Context: an optimization exercise on an open-source flow, tuned for small area, a short achievable clock period and few clock cycles per item. The choices shown serve that exercise and are no tape-out recipe. Where RTL was checked, it was by simulation tests only, not by an equivalence proof against the original. Power is estimated from default activity; no workload was simulated.

== trial 61 ==
// ats_sensor_scan
module ats_sensor_scan (
    input  wire        clk,
    input  wire        rst,           
    input  wire        start,         
    input  wire [15:0] now,           
    input  wire [7:0]  max_temp,      
    input  wire [7:0]  dis_temp,      
    output reg         ready,
    output reg  [7:0]  adc_en,        
    input  wire [15:0] adc_raw,       
    output reg         done,          
    output wire [63:0] readings,      
    output reg  [7:0]  max_reading,
    output reg         overheat
);
Size in the first run: roughly 1400 cells after synthesis, ~270 flip-flops, roughly 130 I/O pins, about 14000 µm² of cells after synthesis.
export LEC_CHECK = 0
export CAP_MARGIN = 30
export CORE_MARGIN = 2
export CORE_UTILIZATION = 40
export CTS_CLUSTER_DIAMETER = 150
export CTS_CLUSTER_SIZE = 30
export PLACE_DENSITY = 0.72
export SLEW_MARGIN = 5
create_clock -name core_clock -period 17.0 [get_ports {clk}]
standard.sh (not shown) runs the stock make flow with config.mk's settings and CLKGATE_MAP_FILE= SYNTH_SCRIPT=/design/flow/synth_recipe.tcl, a recipe that flattens the netlist after the stock synthesis.
==> flow/flow/run.sh <==
#!/bin/bash
# Own flow: the standard layout (standard.sh, unchanged synthesis), with
#  - the port buffers made of plain buffers.
# The whole make output goes to flow.log in the work folder; ORFS keeps each
# step's own log under orfs/logs/.
set -euo pipefail
export SETUP_SLACK_MARGIN="${SETUP_SLACK_MARGIN_OWN:-12}"
export TNS_END_PERCENT=100
export BUFFER_PORTS_ARGS="-buffer_cell sky130_fd_sc_hd__buf_2"
bash standard.sh > flow.log 2>&1
Testbench counts of trial 61, summed over its fixed seeds: cycles 35,208, scans 3,200.
## Diff of input files: trial 63 against trial 61
# trial 61
export LEC_CHECK = 0
export CAP_MARGIN = 30
export CORE_MARGIN = 2
export CORE_UTILIZATION = 40
export CTS_CLUSTER_DIAMETER = 150
export CTS_CLUSTER_SIZE = 30
export PLACE_DENSITY = 0.72
export SLEW_MARGIN = 5
create_clock -name core_clock -period 17.0 [get_ports {clk}]
# trial 63
export LEC_CHECK = 0
export CAP_MARGIN = 30
export CORE_MARGIN = 2
export CORE_UTILIZATION = 40
export CTS_CLUSTER_DIAMETER = 150
export CTS_CLUSTER_SIZE = 30
export GPL_TIMING_DRIVEN = 0
export PLACE_DENSITY = 0.72
export SLEW_MARGIN = 20
create_clock -name core_clock -period 17.0 [get_ports {clk}]
==> run notes <==
Trial 61: PASS, flow complete, no timing, DRC or antenna violations
Trial 63 completed every stage of the flow, and the final layout passed the timing, DRC and antenna checks.
Compared with trial 61, trial 63 shows number of buffers inserted by port buffering lower by 1.
Trial 61 → trial 63: aggregate routed wire length went up 18%, combinational-cell power consumption grew by 8.7%, wire length on met3 now smaller.
Critical path data required time (trial 63 over trial 61): increase, 3.78 ns
Looking at count of clock-buffer cells in the layout, trial 63 sits 1 above trial 61.

Setup of quartz:
Another version of the RTL of ats_sensor_scan (not shown whole).
Size in the first run: about 270 flip-flops, roughly 130 I/O pins.
export LEC_CHECK = 0
export CAP_MARGIN = 30
export CORE_MARGIN = 2
export CORE_UTILIZATION = 50
export CTS_CLUSTER_DIAMETER = 120
export CTS_CLUSTER_SIZE = 24
export SLEW_MARGIN = 20
create_clock -name core_clock -period 17.0 [get_ports {clk}]
Scripts as last shown in full above: flow/flow/run.sh
quartz completed every stage of the flow, and the final layout passed the timing, DRC and antenna checks.
> inputs changed (quartz -> yarrow)
Settings: changing CORE_UTILIZATION from 50 to 40.
==> run notes <==
- quartz reports its slowest stage cell on the critical path as sky130_fd_sc_hd__or4_4 while yarrow reports sky130_fd_sc_hd__edfxtp_1.
- Comparing yarrow and quartz, the higher fraction of met1 tracks used by global routing was measured on quartz.
- Fraction of area in registers in yarrow is 0.34 points lower than in quartz
- Cell count of the worst reg-to-reg path in yarrow vs quartz: down 1
No run of this note included a check of the RTL's function; only the layout flow was run.

ats_sensor_scan, a different RTL version from the one above (not shown whole).
Size in the first run: roughly 270 flip-flops, about 130 I/O pins.
// ats_sensor_scan
module ats_sensor_scan (
    input  wire        clk,
    input  wire        rst,           
    input  wire        start,         
    input  wire [15:0] now,           
    input  wire [7:0]  max_temp,      
    input  wire [7:0]  dis_temp,      
    output reg         ready,
    output reg  [7:0]  adc_en,        
    input  wire [15:0] adc_raw,       
    output reg         done,          
    output wire [63:0] readings,      
    output reg  [7:0]  max_reading,
    output reg         overheat
);
    localparam [15:0] DC_THRESHOLD = 16'd1000;
    localparam [15:0] SC_THRESHOLD = 16'd64000;
    localparam [15:0] TIMEOUT      = 16'd100;     
    localparam [7:0] DISCONNECTED   = 8'h7F;
    localparam [7:0] SHORT_CIRCUIT  = 8'h80;
    localparam [7:0] OTHER_ERROR    = 8'h81;
    localparam [7:0] LIMIT_DISABLED = 8'h80;
    reg  [3:0] cnt;               
    reg        proc;              
    reg  [7:0] chan;              
    reg        wr;                
    reg        fresh;
    reg        ld;                
    wire accept = start & ready;
    reg  [3:0] cnt_n;
    always @(*) begin
        if (accept)               cnt_n = 4'd1;
        else if (cnt == 4'd11)    cnt_n = 4'd0;
        else if (cnt != 4'd0)     cnt_n = cnt + 4'd1;
        else                      cnt_n = 4'd0;
    end
    wire [7:0] chan_rd = {chan[5:0], chan[7:6]};    
    reg [15:0] now_q;             
    reg [15:0] t_prev;            
    reg        g_pend;            
    reg [15:0] g_since;
    reg [7:0]  hi_q, lo_q;
    reg [15:0] raw_q;
    always @(posedge clk) begin
        raw_q <= adc_raw;
        if (ld) begin
            now_q  <= now;
            hi_q   <= max_temp;
            lo_q   <= dis_temp;
        end
        if (cnt == 4'd10)
            t_prev <= now_q;
        if (rst) begin
            cnt    <= 4'd0;
            ready  <= 1'b1;
            ld     <= 1'b1;
            adc_en <= 8'd0;
            proc   <= 1'b0;
            done   <= 1'b0;
  ...
clock: 17.0 ns
lec_check: 0
cap_margin: 30
core_margin: 2
core_utilization: 50
cts_cluster_diameter: 120
cts_cluster_size: 24
slew_margin: 20
Scripts as last shown in full above: flow/flow/run.sh
The baseline ran to the end with no violations.
Testbench counts at the start, summed over its fixed seeds: cycles 35,208, scans 3,200.
Rerun with:
--- a/flow/config.mk
+++ b/flow/config.mk
@@ -8,5 +8,5 @@
 export CAP_MARGIN = 30
 export CORE_MARGIN = 2
-export CORE_UTILIZATION = 50
+export CORE_UTILIZATION = 40
 export CTS_CLUSTER_DIAMETER = 120
 export CTS_CLUSTER_SIZE = 24
Result: The new run produced a clean layout. Die area went up by a quarter to a third. Wire length climbs slightly. Clock power hardly moves. Power decreases slightly. Worst hold slack is worse by 10 ps. Sequential power stays flat. First-iteration DRC count went down by about a fifth. Global-route usage fell by 7.6 points. Worst setup slack gains 26 ps. Utilization fell by 11 points. Via count fell by a few percent.
Rerun with:
--- a/flow/config.mk
+++ b/flow/config.mk
@@ -9,5 +9,6 @@
 export CORE_MARGIN = 2
 export CORE_UTILIZATION = 40
-export CTS_CLUSTER_DIAMETER = 120
-export CTS_CLUSTER_SIZE = 24
+export CTS_CLUSTER_DIAMETER = 150
+export CTS_CLUSTER_SIZE = 30
+export PLACE_DENSITY = 0.72
 export SLEW_MARGIN = 20
=>
- non-clock buffer count went up by 4
- final cell count is about the same
- power went down by 1.1%
- design area barely changes
- area after synthesis stays the same
- fmax went up by 1.7%
- wire length went up by 6.2%
- hold slack gets better by 3.5 ps
Rerun with:
--- a/flow/config.mk
+++ b/flow/config.mk
@@ -11,4 +11,3 @@
 export CTS_CLUSTER_DIAMETER = 150
 export CTS_CLUSTER_SIZE = 30
-export PLACE_DENSITY = 0.72
 export SLEW_MARGIN = 20
Via count fell by 2.0%.
Core utilization fell by 0.11 points.
Synthesized area is unchanged.
Clock-buffer cell count rose by 1.
Final cell count stays flat.
Non-clock buffer count fell by 3.
Total power is about the same.
Register-to-register slack barely changes.
Global-route usage fell by 2.0 points.
Worst setup slack loses 63 ps.

## re-timing with driven ports
No port has a modelled driver above. Below, the same layouts with a new extraction and two added sets of constraints. Step 1 sets driving cells, clkbuf_16 on the clock port and buf_2 on the other inputs (assumed; they add their load-dependent delay and slew). Step 2 adds t to the input delays and takes it off the output delays; t is the mean of the earliest and latest rising clock arrival at the registers after step 1. Input paths then give back, and output paths get back, about the clock's delay inside the block. Slacks: ideal ports / drivers / drivers and shift; pairs: ideal ports / drivers.
run | shift t [ns] | slack for setup (ns) | worst hold slack (ns) | clock arrival spread, ns
trial 61 | 0.553 | 12.440 / 12.384 / 12.200 | 0.330 / 0.330 / 0.330 | 0.049 / 0.049
trial 63 | 0.565 | 12.191 / 12.191 / 12.082 | 0.318 / 0.318 / 0.318 | 0.029 / 0.029
quartz | 0.568 | 12.427 / 12.405 / 12.390 | 0.324 / 0.324 / 0.324 | 0.036 / 0.036
yarrow | 0.563 | 12.455 / 12.396 / 12.476 | 0.331 / 0.331 / 0.331 | 0.024 / 0.024
the first run of note 3 | 0.548 | 12.368 / 12.398 / 11.850 | 0.332 / 0.332 / 0.332 | 0.028 / 0.028
the second run of note 3 | 0.559 | 12.393 / 12.409 / 11.849 | 0.322 / 0.322 / 0.322 | 0.015 / 0.015
the third run of note 3 | 0.550 | 12.470 / 12.427 / 11.949 | 0.325 / 0.325 / 0.325 | 0.039 / 0.038
the fourth run of note 3 | 0.559 | 12.407 / 12.416 / 11.862 | 0.328 / 0.328 / 0.328 | 0.034 / 0.034
After both steps setup and hold are still met in every run listed. For the fourth run of note 3, which loses most, drivers alone change the setup slack by +0.009 ns; drivers and shift together by -0.545 ns.
